This is an optimization exercise on Yosys and OpenROAD, whose aim is small area, a short achievable clock period and few clock cycles, not a production implementation. Only simulation tests tie the RTL to the original design; equivalence was not proved.

<file path="design/flow/run.sh">
#!/bin/bash
# synth_recipe.tcl (not shown) runs the flow's synth.tcl, then flattens the netlist and writes it again
# the make line also repeats each setting of config.mk as NAME=value (left out here)
make -C /OpenROAD-flow-scripts/flow DESIGN_CONFIG=/design/flow/config.mk WORK_HOME=/design/flow/orfs CLKGATE_MAP_FILE= SYNTH_SCRIPT=/design/flow/synth_recipe.tcl finish
</file>
<file path="design/flow/config.mk">
export PLATFORM = sky130hd
export DESIGN_NAME = pif_interp
export DESIGN_NICKNAME = pif_interp
export VERILOG_FILES = /design/flow/design.v
export SDC_FILE = /design/flow/constraint.sdc
export NUM_CORES = 4
export LEC_CHECK = 0
export CAP_MARGIN = 20
export CORE_MARGIN = 2
export CORE_UTILIZATION = 40
export SLEW_MARGIN = 20
</file>
<file path="design/flow/constraint.sdc">
create_clock -name core_clock -period 22.0 [get_ports {clk}]
set_input_delay 4.4000 -clock core_clock [delete_from_list [all_inputs] [get_ports {clk}]]
set_output_delay 4.4000 -clock core_clock [all_outputs]
set_load 0.01 [all_outputs]
</file>
<file path="design/flow/design.v">
module pif_fadd (
    input  wire [31:0] a,
    input  wire [31:0] b,
    input  wire        sub,
    output reg  [31:0] y
);
    wire        sa = a[31];
    wire        sb = b[31] ^ sub;
    wire [7:0]  ea = a[30:23];
    wire [7:0]  eb = b[30:23];
    wire [22:0] fa = a[22:0];
    wire [22:0] fb = b[22:0];
    wire a_nan = (ea == 8'hFF) && (fa != 0);
    wire b_nan = (eb == 8'hFF) && (fb != 0);
    wire a_inf = (ea == 8'hFF) && (fa == 0);
    wire b_inf = (eb == 8'hFF) && (fb == 0);
    wire        swap    = (b[30:0] > a[30:0]);
    wire        s_big   = swap ? sb : sa;
    wire [30:0] bgg     = swap ? b[30:0] : a[30:0];
    wire [30:0] sml   = swap ? a[30:0] : b[30:0];
    wire        big_n   = (bgg[30:23] != 0);
    wire        small_n = (sml[30:23] != 0);
    wire [7:0]  e_big   = {bgg[30:24], bgg[23] | !big_n};
    wire [7:0]  e_small = {sml[30:24], sml[23] | !small_n};
    wire [23:0] m_big   = {big_n, bgg[22:0]};
    wire [23:0] m_small = {small_n, sml[22:0]};
    wire [7:0] diff = e_big - e_small;
    reg [26:0] al;
    integer k;
    always @(*) begin
        al = {m_small, 3'b000};
        if (diff[4]) al = {16'd0, al[26:17], |al[16:0]};
        if (diff[3]) al = {8'd0,  al[26:9],  |al[8:0]};
        if (diff[2]) al = {4'd0,  al[26:5],  |al[4:0]};
        if (diff[1]) al = {2'd0,  al[26:3],  |al[2:0]};
        if (diff[0]) al = {1'd0,  al[26:2],  |al[1:0]};
        if (diff[7:5] != 0) al = {26'd0, |m_small};
    end
    wire        eff_sub = sa ^ sb;
    wire [27:0] sum = eff_sub ? ({1'b0, m_big, 3'b000} - {1'b0, al})
                              : ({1'b0, m_big, 3'b000} + {1'b0, al});
    reg [4:0] lz;
    integer i;
    always @(*) begin
        lz = 5'd27;
        for (i = 0; i < 27; i = i + 1)
            if (sum[i]) lz = 26 - i;
    end
    wire [7:0]  ebm1 = e_big - 8'd1;
    wire        lim  = ({3'd0, lz} > ebm1);
    wire [4:0]  shl  = lim ? ebm1[4:0] : lz;
    reg [26:0] norm;
    reg [8:0]  e_res;
    always @(*) begin
        if (sum[27]) begin
            norm  = {sum[27:2], sum[1] | sum[0]};
            e_res = {1'b0, e_big} + 9'd1;
        end else begin
            norm  = sum[26:0] << shl;
            e_res = norm[26] ? ({1'b0, e_big} - {4'd0, shl}) : 9'd0;
        end
    end
    wire        rnd = norm[2] & (norm[1] | norm[0] | norm[3]);
    wire [30:0] mag = {e_res[7:0], norm[25:3]} + {30'd0, rnd};
    always @(*) begin
        if (a_nan || b_nan || (a_inf && b_inf && eff_sub))
            y = 32'h7FC00000;
        else if (a_inf)
            y = {sa, 8'hFF, 23'd0};
        else if (b_inf)
            y = {sb, 8'hFF, 23'd0};
        else if (sum == 0)
            y = {sa & sb, 31'd0};
        else if (e_res[8] || e_res[7:0] == 8'hFF)
            y = {s_big, 8'hFF, 23'd0};
        else
            y = {s_big, mag};
    end
endmodule
module pif_fmul (
    input  wire [31:0] a,
    input  wire [31:0] b,
    output reg  [31:0] y
);
    wire        s  = a[31] ^ b[31];
    wire [7:0]  ea = a[30:23];
    wire [7:0]  eb = b[30:23];
    wire [22:0] fa = a[22:0];
    wire [22:0] fb = b[22:0];
    wire a_nan  = (ea == 8'hFF) && (fa != 0);
    wire b_nan  = (eb == 8'hFF) && (fb != 0);
    wire a_inf  = (ea == 8'hFF) && (fa == 0);
    wire b_inf  = (eb == 8'hFF) && (fb == 0);
    wire a_zero = (a[30:0] == 0);
    wire b_zero = (b[30:0] == 0);
    wire [23:0] ma = {ea != 0, fa};
    wire [23:0] mb = {eb != 0, fb};
    wire [47:0] p = ma * mb;
    wire signed [10:0] e0 = $signed({3'b000, ea[7:1], ea[0] | (ea == 0)})
                          + $signed({3'b000, eb[7:1], eb[0] | (eb == 0)}) - 11'sd126;
    wire signed [10:0] em1 = e0 - 11'sd1;
    reg [4:0] lz;
    integer i;
    always @(*) begin
        lz = 5'd25;
        for (i = 23; i < 48; i = i + 1)
            if (p[i]) lz = 47 - i;
    end
    wire        under = em1[10];                        
    wire        lim   = !under && ($signed({6'd0, lz}) > em1);  
    wire [4:0]  sl    = under ? 5'd0 : (lim ? em1[4:0] : lz);
    wire [47:0] pn = p << sl;
    wire [24:0] w0 = pn[47:23];
    wire        s0 = |pn[22:0];
    wire [10:0] rr = 11'd0 - em1;        
    reg  [24:0] w;
    reg         st;
    always @(*) begin
        if (!under) begin
            w  = w0;
            st = s0;
        end else if (rr > 11'd25) begin
            w  = 25'd0;
            st = s0 | (|w0);
        end else begin
            w  = w0 >> rr[4:0];
            st = s0 | (|(w0 & ~(25'h1FFFFFF << rr[4:0])));
        end
    end
    wire [10:0] e_n     = e0 - {6'd0, lz};
    wire        is_norm = w[24];
    wire [7:0]  e_field = is_norm ? e_n[7:0] : 8'd0;
    wire        ovf     = is_norm && !e_n[10] && (e_n[9:0] >= 10'd255);
    wire        rnd     = w[0] & (st | w[1]);
    wire [30:0] mag     = {e_field, w[23:1]} + {30'd0, rnd};
    always @(*) begin
        if (a_nan || b_nan || (a_inf && b_zero) || (b_inf && a_zero))
            y = 32'h7FC00000;
        else if (a_inf || b_inf)
            y = {s, 8'hFF, 23'd0};
        else if (a_zero || b_zero)
            y = {s, 31'd0};
        else if (ovf)
            y = {s, 8'hFF, 23'd0};
        else
            y = {s, mag};
    end
endmodule
module pif_interp (
    input  wire        clk,
    input  wire        rst,
    input  wire        start,
    input  wire [1:0]  mode,        
    input  wire [31:0] pos,         
    input  wire [31:0] frac,        
    input  wire [31:0] dly_base,    
    input  wire [31:0] dly_len,     
    output wire        ready,
    output reg         done,
    output reg         fault,
    output reg  [1:0]  fault_cause,  
    output reg  [31:0] result,
    output wire        mem_en,
    output wire [14:0] mem_addr,
    input  wire [31:0] mem_rdata
);
    localparam integer K = 4;               
    localparam [2:0] F_IDLE = 3'd0,
                     F_PREP = 3'd1,
                     F_DIV  = 3'd2,
                     F_IDX  = 3'd3,
                     F_READ = 3'd4,
                     F_WAIT = 3'd5,
                     F_HOLD = 3'd6;
    localparam [31:0] HALF = 32'h3F000000;
    reg [2:0]  f_state;
    reg [1:0]  op_mode;
    reg [31:0] op_pos;
    reg [31:0] op_frac;
    reg [14:0] op_base;
    reg [15:0] op_len;
    reg        op_hibad;       
    reg        op_fault;
    reg [1:0]  op_cause;
    reg [15:0] ri;             
    reg [3:0]  div_cnt;
    reg [1:0]  rd_cnt;
    reg        cap_v;
    reg [1:0]  cap_slot;
    reg [31:0] tx0, tx1, tx2, tx3;    
    reg        b_busy;
    reg [1:0]  b_mode;
    reg [3:0]  b_step;
    reg [31:0] bt, bx0, rc, rw, r1, r2;
    wire herm_op = (op_mode == 2'd2);
    wire take    = (f_state == F_HOLD) && !b_busy;
    assign ready = (f_state == F_IDLE) || take;
    wire in_hibad = (|dly_base[31:15]) || (|dly_len[31:16]) || (dly_len == 32'd0);
    wire [16:0] win_end = {2'b00, op_base} + {1'b0, op_len};
    wire        win_bad = op_hibad || (win_end > 17'd32768);
    wire        pos_hi0 = (op_pos[31:16] == 16'd0);
    wire        lt1     = pos_hi0 && (op_pos[15:0] < op_len);
    wire        lt2     = (op_pos[31:17] == 15'd0) && (op_pos[16:0] < {op_len, 1'b0});
    wire [15:0] pm1     = op_pos[15:0] - 16'd1;
    wire [15:0] pml     = op_pos[15:0] - op_len;
    wire [15:0] pmlm1   = op_pos[15:0] - op_len - 16'd1;
    wire [15:0] lenm1   = op_len - 16'd1;
    wire [15:0] idx_lt1 = !herm_op ? op_pos[15:0] :
                          (op_pos[15:0] == 16'd0) ? lenm1 : pm1;
    wire [15:0] idx_lt2 = !herm_op ? pml :
                          (op_pos[15:0] == op_len) ? lenm1 : pmlm1;
    reg [15:0] dr;
    reg [16:0] ds;
    integer    j;
    always @(*) begin
        dr = ri;
        for (j = 0; j < K; j = j + 1) begin
            ds = {dr, op_pos[31 - j]};
            if (ds >= {1'b0, op_len}) ds = ds - {1'b0, op_len};
            dr = ds[15:0];
        end
    end
    wire [15:0] idx_rem = !herm_op ? ri : (ri == 16'd0) ? lenm1 : (ri - 16'd1);
    wire [15:0] ri_inc  = ri + 16'd1;
    wire [15:0] idx_nxt = (ri_inc == op_len) ? 16'd0 : ri_inc;
    wire [1:0] last_rd = herm_op ? 2'd3 : (op_mode == 2'd1) ? 2'd1 : 2'd0;
    assign mem_en   = (f_state == F_READ);
    assign mem_addr = op_base + ri[14:0];
    always @(posedge clk) begin
        if (rst) begin
            f_state <= F_IDLE;
            cap_v   <= 1'b0;
        end else begin
            cap_v <= 1'b0;
            case (f_state)
                F_PREP: begin
                    op_fault <= 1'b1;
                    if (op_mode == 2'd3) begin
                        op_cause <= 2'd1;
                        f_state  <= F_HOLD;
                    end else if (win_bad) begin
                        op_cause <= 2'd2;
                        f_state  <= F_HOLD;
                    end else begin
                        op_fault <= 1'b0;
                        rd_cnt   <= 2'd0;
                        if (lt1) begin
                            ri      <= idx_lt1;
                            f_state <= F_READ;
                        end else if (lt2) begin
                            ri      <= idx_lt2;
                            f_state <= F_READ;
                        end else begin
                            ri      <= 16'd0;
                            f_state <= F_DIV;
                            if (pos_hi0) begin
                                op_pos  <= {op_pos[15:0], 16'd0};
                                div_cnt <= 16 / K - 1;
                            end else begin
                                div_cnt <= 32 / K - 1;
                            end
                        end
                    end
                end
                F_DIV: begin
                    ri      <= dr;
                    op_pos  <= op_pos << K;
                    div_cnt <= div_cnt - 4'd1;
                    if (div_cnt == 4'd0)
                        f_state <= F_IDX;
                end
                F_IDX: begin
                    ri      <= idx_rem;
                    f_state <= F_READ;
                end
                F_READ: begin
                    ri       <= idx_nxt;
                    rd_cnt   <= rd_cnt + 2'd1;
                    cap_v    <= 1'b1;
                    cap_slot <= herm_op ? rd_cnt : rd_cnt + 2'd1;
                    if (rd_cnt == last_rd)
                        f_state <= F_WAIT;
                end
                F_WAIT: f_state <= F_HOLD;
                default: ;    
            endcase
            if (ready) begin
                if (start) begin
                    op_mode  <= mode;
                    op_pos   <= pos;
                    op_frac  <= frac;
                    op_base  <= dly_base[14:0];
                    op_len   <= dly_len[15:0];
                    op_hibad <= in_hibad;
                    f_state  <= F_PREP;
                end else begin
                    f_state  <= F_IDLE;
                end
            end
        end
        if (cap_v) begin
            case (cap_slot)
                2'd0: tx0 <= mem_rdata;
                2'd1: tx1 <= mem_rdata;
                2'd2: tx2 <= mem_rdata;
                default: tx3 <= mem_rdata;
            endcase
        end
    end
    reg  [31:0] add_a, add_b, mul_a, mul_b;
    reg         add_sub;
    wire [31:0] add_y, mul_y;
    pif_fadd u_fadd (.a(add_a), .b(add_b), .sub(add_sub), .y(add_y));
    pif_fmul u_fmul (.a(mul_a), .b(mul_b), .y(mul_y));
    wire b_herm = (b_mode == 2'd2);
    always @(*) begin
        add_a = r1; add_b = bx0; add_sub = 1'b0;
        mul_a = r1; mul_b = bt;
        if (!b_busy) begin
            add_a = tx2; add_b = herm_op ? tx0 : tx1; add_sub = 1'b1;
        end else if (b_herm) begin
            case (b_step)
                4'd1:  begin add_a = tx3; add_b = bx0; add_sub = 1'b1; mul_b = HALF; end
                4'd2:  begin add_a = bx0; add_b = tx2; add_sub = 1'b1; mul_a = r2; mul_b = HALF; end
                4'd3:  add_b = rc;
                4'd4:  add_b = rw;
                4'd5:  add_b = r2;
                4'd6:  add_b = rw;
                4'd7:  begin add_b = rw; add_sub = 1'b1; end
                4'd9:  add_b = rc;
                default: ;
            endcase
        end
    end
    always @(posedge clk) begin
        if (rst) begin
            b_busy <= 1'b0;
            done   <= 1'b0;
        end else begin
            done <= 1'b0;
            if (!b_busy) begin
                if (take) begin
                    b_mode <= op_mode;
                    bt     <= op_frac;
                    bx0    <= tx1;
                    r1     <= add_y;
                    b_step <= 4'd1;
                    if (op_fault || op_mode == 2'd0) begin
                        done        <= 1'b1;
                        fault       <= op_fault;
                        fault_cause <= op_cause;
                        result      <= tx1;
                    end else begin
                        b_busy <= 1'b1;
                    end
                end
            end else begin
                b_step <= b_step + 4'd1;
                if (!b_herm) begin
                    if (b_step == 4'd1) begin
                        r1 <= mul_y;
                    end else begin
                        result <= add_y;
                        fault  <= 1'b0;
                        done   <= 1'b1;
                        b_busy <= 1'b0;
                    end
                end else begin
                    case (b_step)
                        4'd1:  begin r2 <= add_y; rc <= mul_y; end    
                        4'd2:  begin r1 <= add_y; r2 <= mul_y; end    
                        4'd3:  rw <= add_y;                           
                        4'd4:  r1 <= add_y;                           
                        4'd5:  r1 <= add_y;                           
                        4'd6:  begin rw <= add_y; r1 <= mul_y; end    
                        4'd7:  r1 <= add_y;                           
                        4'd8:  r1 <= mul_y;
                        4'd9:  r1 <= add_y;                           
                        4'd10: r1 <= mul_y;
                        default: begin                                
                            result <= add_y;
                            fault  <= 1'b0;
                            done   <= 1'b1;
                            b_busy <= 1'b0;
                        end
                    endcase
                end
            end
        end
    end
endmodule
</file>
==> summary.txt <==
Worst setup path
• **reg2reg path depth** 58
• **critical path data required time** 22.44 ns
• **FF-to-FF setup slack** 1.05 ns
• **highest cell delay on the worst timing path** 0.77 ns
• **most frequent cell on the critical path** fa_1
• **signal arrival time at the worst endpoint** 21.39 ns
• **beginning of the worst register-to-register path** b_step[2]$_SDFFCE_PN0P_
• **critical path start-end classification** flip-flop to flip-flop
• **terminus of the critical flop-to-flop path** r1[22]$_DFFE_PP_
• **crit path capture type** flip-flop
• **Critical Path Source Type** flip-flop
• **peak fanout along the critical path** 47
• **Slowest-stage cell, CP** o21a_1

Timing
• **maximum clock skew at final layout** 0.0389 ns
• **final-layout worst hold slack** 0.412 ns
• **setup repair after global routing missed its margin** false
• **final number of hold-violating endpoints** 0
• **part of the cycle the worst path needs** 95.2%
• **number of setup violations in the final report** 0
• **Slew Limit Headroom** 21.0%
• **number of max-slew violations in the final report** 0
• **actual slew at the worst max-slew pin** 1.15 ns
• **min cycle time layout** 20.95 ns
• **Fmax** 47.7 MHz
• **setup TNS** 0 ns

Clock network
• **Clk Latency, worst-skew pair** 0.72 ns
• **number of buffers created by CTS** 59
• **library cell used as clock root buffer** clkbuf_16
• **CTS H-tree lvls** 2
• **total of hold buffers inserted after clock tree synthesis** 0
• **Bufs on Longest Clock Path** 3
• **Clock Sink Count** 492
• **TritonCTS clock tree** yes
• **clock-pin slew on the worst setup and hold paths** 0.07 ns

Detailed routing
• **post-route ant nets** 0
• **detailed-route wire length per cell** 28.0 µm
• **total wirelength of the detailed-routed design** 303000 µm
• **first-pass detailed-route iteration total** 7
• **Vias/cell** 6.34
• **Vias** 68900
• **DRC** 0
• **iteration-0 DRC count of the detailed router** 8810

Floorplanning
• **count of standard-cell rows** 152
• **Core Box Area** 0.172 mm²
• **die outline width** 420 µm
• **die area** 0.176 mm²
• **I/O pin count** 218
• **chip height** 420 µm
• **starting utilization of the core area** 40.3%

Synthesis
• **simple-gate area share of the yosys netlist** 20.2%
• **count of warnings emitted by yosys** 3
• **net count after synthesis** 9548
• **synthesized area per cell** 8.18 µm²
• **FFs w/ async S/R, synth** 0%
• **Yosys cell types** 127
• **number of flops mapped to enable cells by yosys** 486
• **Post-Synthesis Cells** 8452
• **register area share after synthesis** 21.3%
• **mux contribution to synthesized area** 4.08%
• **number of register bits inferred by synthesis** 492
• **largest cells by area after synthesis** edfxtp_1 21%, fa_1 14%, ha_1 7.9%
• **dominant cell type by area after synthesis** edfxtp_1
• **fraction of the mapped netlist area in adder cells** 22.2%
• **dominant combinational cell family by area after synthesis** adder cells
• **fraction of post-synthesis cell area in the top cell type by area** 21.1%
• **area fraction in compound gates after synthesis** 21.5%
• **xor and xnor fraction of the mapped netlist area** 3.62%
• **Netlist Area Pre-Place** 0.0691 mm²
• **prevailing post-synth register cell** edfxtp_1

Min path
• **worst hold stages** 0
• **worst hold endpoint** fault_cause[1]$_DFFE_PP_
• **origin of the worst min-delay path** op_cause[1]$_SDFFCE_PP0P_
• **classification of the worst-slack hold path** flip-flop to flip-flop

Layout
• **multi-input combinational cell area** 0.0498 mm²
• **Total Nets Final** 9591
• **ratio of cells with drive above 1 in the final layout** 7.19%
• **post-route cell area** 0.0764 mm²
• **most common cell after layout, fill and taps aside** nand2_1
• **most frequent cells in the layout** 1033 x nand2_1, 850 x nor2_1, 796 x inv_1
• **post-layout utilization of the core** 44.5%
• **sequential cell area in the final layout** 0.0147 mm²
• **fill cell instance count of the final layout** 17000
• **signed area change from the synthesized netlist to the final layout** 10.5%

Global routing
• **pin count of the biggest net entering global routing** 97
• **GRT Total Usage** 33.6%
• **initial antenna violation count** 9
• **number of global-route vias before repair** 66100
• **global route overflow** 0
• **global-route wire length before repair** 442000 µm

Status
• **outcome** timing/DRC/antenna clean

Place
• **gp weighted congestion** 1.00
• **Final HPWL DP** 236000 µm
• **Port Buffer Count** 217
• **standard cell area after detailed placement** 0.0744 mm²

Flow run
• **reported max-cap violation count** 0

## logic make-up (layout without fill, tap and decap cells)
logic type      after synthesis  count (layout)
mux                         268             268
flops                       492             492
other cells                   0               3
buf+inv                    1281            1373
xor+xnor                    282             282
compound gates             2174            2174
simple gates               3022            3022
fa+ha+maj                   933             933
## area by class of cell
cell class | instances | area share [%]
timing repair buffer | 457 | 5.24
clock buffer | 71 | 2.00
sequential | 492 | 19.3
antenna | 3 | 0.00982
tap | 2310 | 3.78
clock inverter | 39 | 0.535
inverter | 806 | 3.96
multi-input combinational | 6679 | 65.2
## metal layers
metal | routed length, µm | GRT usage [%] | vias up
li1 | - | - | 30300
met1 | 125000 | 45.9 | 33600
met2 | 132000 | 51.5 | 4166
met3 | 31400 | 6.51 | 729
met4 | 15700 | 14.3 | 2
met5 | 69 | 0.306 | -
## critical path: cells and delay by family, from the launching register on
family	cells	cell delay [ns]
AOI/OAI and AO/OA	21	7.94
xor gates and xnor gates	1	0.13
adders and majority gates	10	4.50
buffers and inverters	9	1.58
DFF	1	0.38
muxes	1	0.14
and+or+nand+nor	16	5.94
## how the worst max path moves through the flow
| stage | startpoint | to | slack [ns] | cells after the start |
|---|---|---|---|---|
| 2_1_floorplan | b_step[0]$_SDFFCE_PN1P_ | r2[28]$_DFFE_PP_ | 4.79 | 69 |
| 3_3_place_gp | b_step[3]$_SDFFCE_PN0P_ | r2[28]$_DFFE_PP_ | 1.34 | 57 |
| 3_5_place_dp | b_step[3]$_SDFFCE_PN0P_ | r1[22]$_DFFE_PP_ | 1.08 | 57 |
| 4_1_cts | b_step[3]$_SDFFCE_PN0P_ | r1[22]$_DFFE_PP_ | 1.0 | 57 |
| 5_1_grt | b_step[2]$_SDFFCE_PN0P_ | r1[22]$_DFFE_PP_ | 0.13 | 58 |
| 6_report | b_step[2]$_SDFFCE_PN0P_ | r1[22]$_DFFE_PP_ | 1.05 | 58 |
## Yosys cell counts (88+ instances only)
library cell  count
nor3_1          199
a21o_1          112
xnor2_1         187
o21ai_0         393
nand2_1        1038
nand3_1         227
edfxtp_1        486
a22oi_1         109
nor2_1          860
nor4_1          117
a21oi_1         501
ha_1            438
inv_1           797
clkbuf_1        333
fa_1            493
mux2_2           92
xor2_1           92
mux2i_1         174
a211oi_1         88
## per-stage QoR
stage | setup slack, ns | cells
detailed placement | 1.08 | 10700
finish | 1.05 | 10900
floorplan | 4.79 | 8452
CTS | 1.00 | 10800
global placement | 1.34 | 10700
global route | 0.127 | 10900
## timing repair
action | in CTS | in global routing
hold endpoints to repair | 0 | 0
endpoints found under the setup margin | 0 | 105
resized for setup | 0 | 11
buffers inserted | 0 | 8
Testbench counts, summed over its fixed seeds: cycles 73,062.

afterwards: timing with drivers on the ports:
How much do the figures lean on ideal ports? The routed layout below was timed once more, with nothing changed but the port constraints.
Step 1, drivers: a clkbuf_16 drives clk and a buf_2 each remaining input, both assumed.
Step 2 adds t to the input delays and takes it off the output delays; t is the mean of the earliest and latest rising clock arrival at the registers after step 1. Input paths then give back, and output paths get back, about the clock's delay inside the block.
a / b / c = ideal ports / drivers / drivers and shift; a / b = the first two.
t (ns): 0.790
slack for setup (ns): 1.047 / 1.047 / 1.047
hold slack, ns: 0.412 / 0.412 / 0.412
After both steps this run still meets setup and hold. For this run, drivers alone change the setup slack by 0.000 ns; drivers and shift together by 0.000 ns.
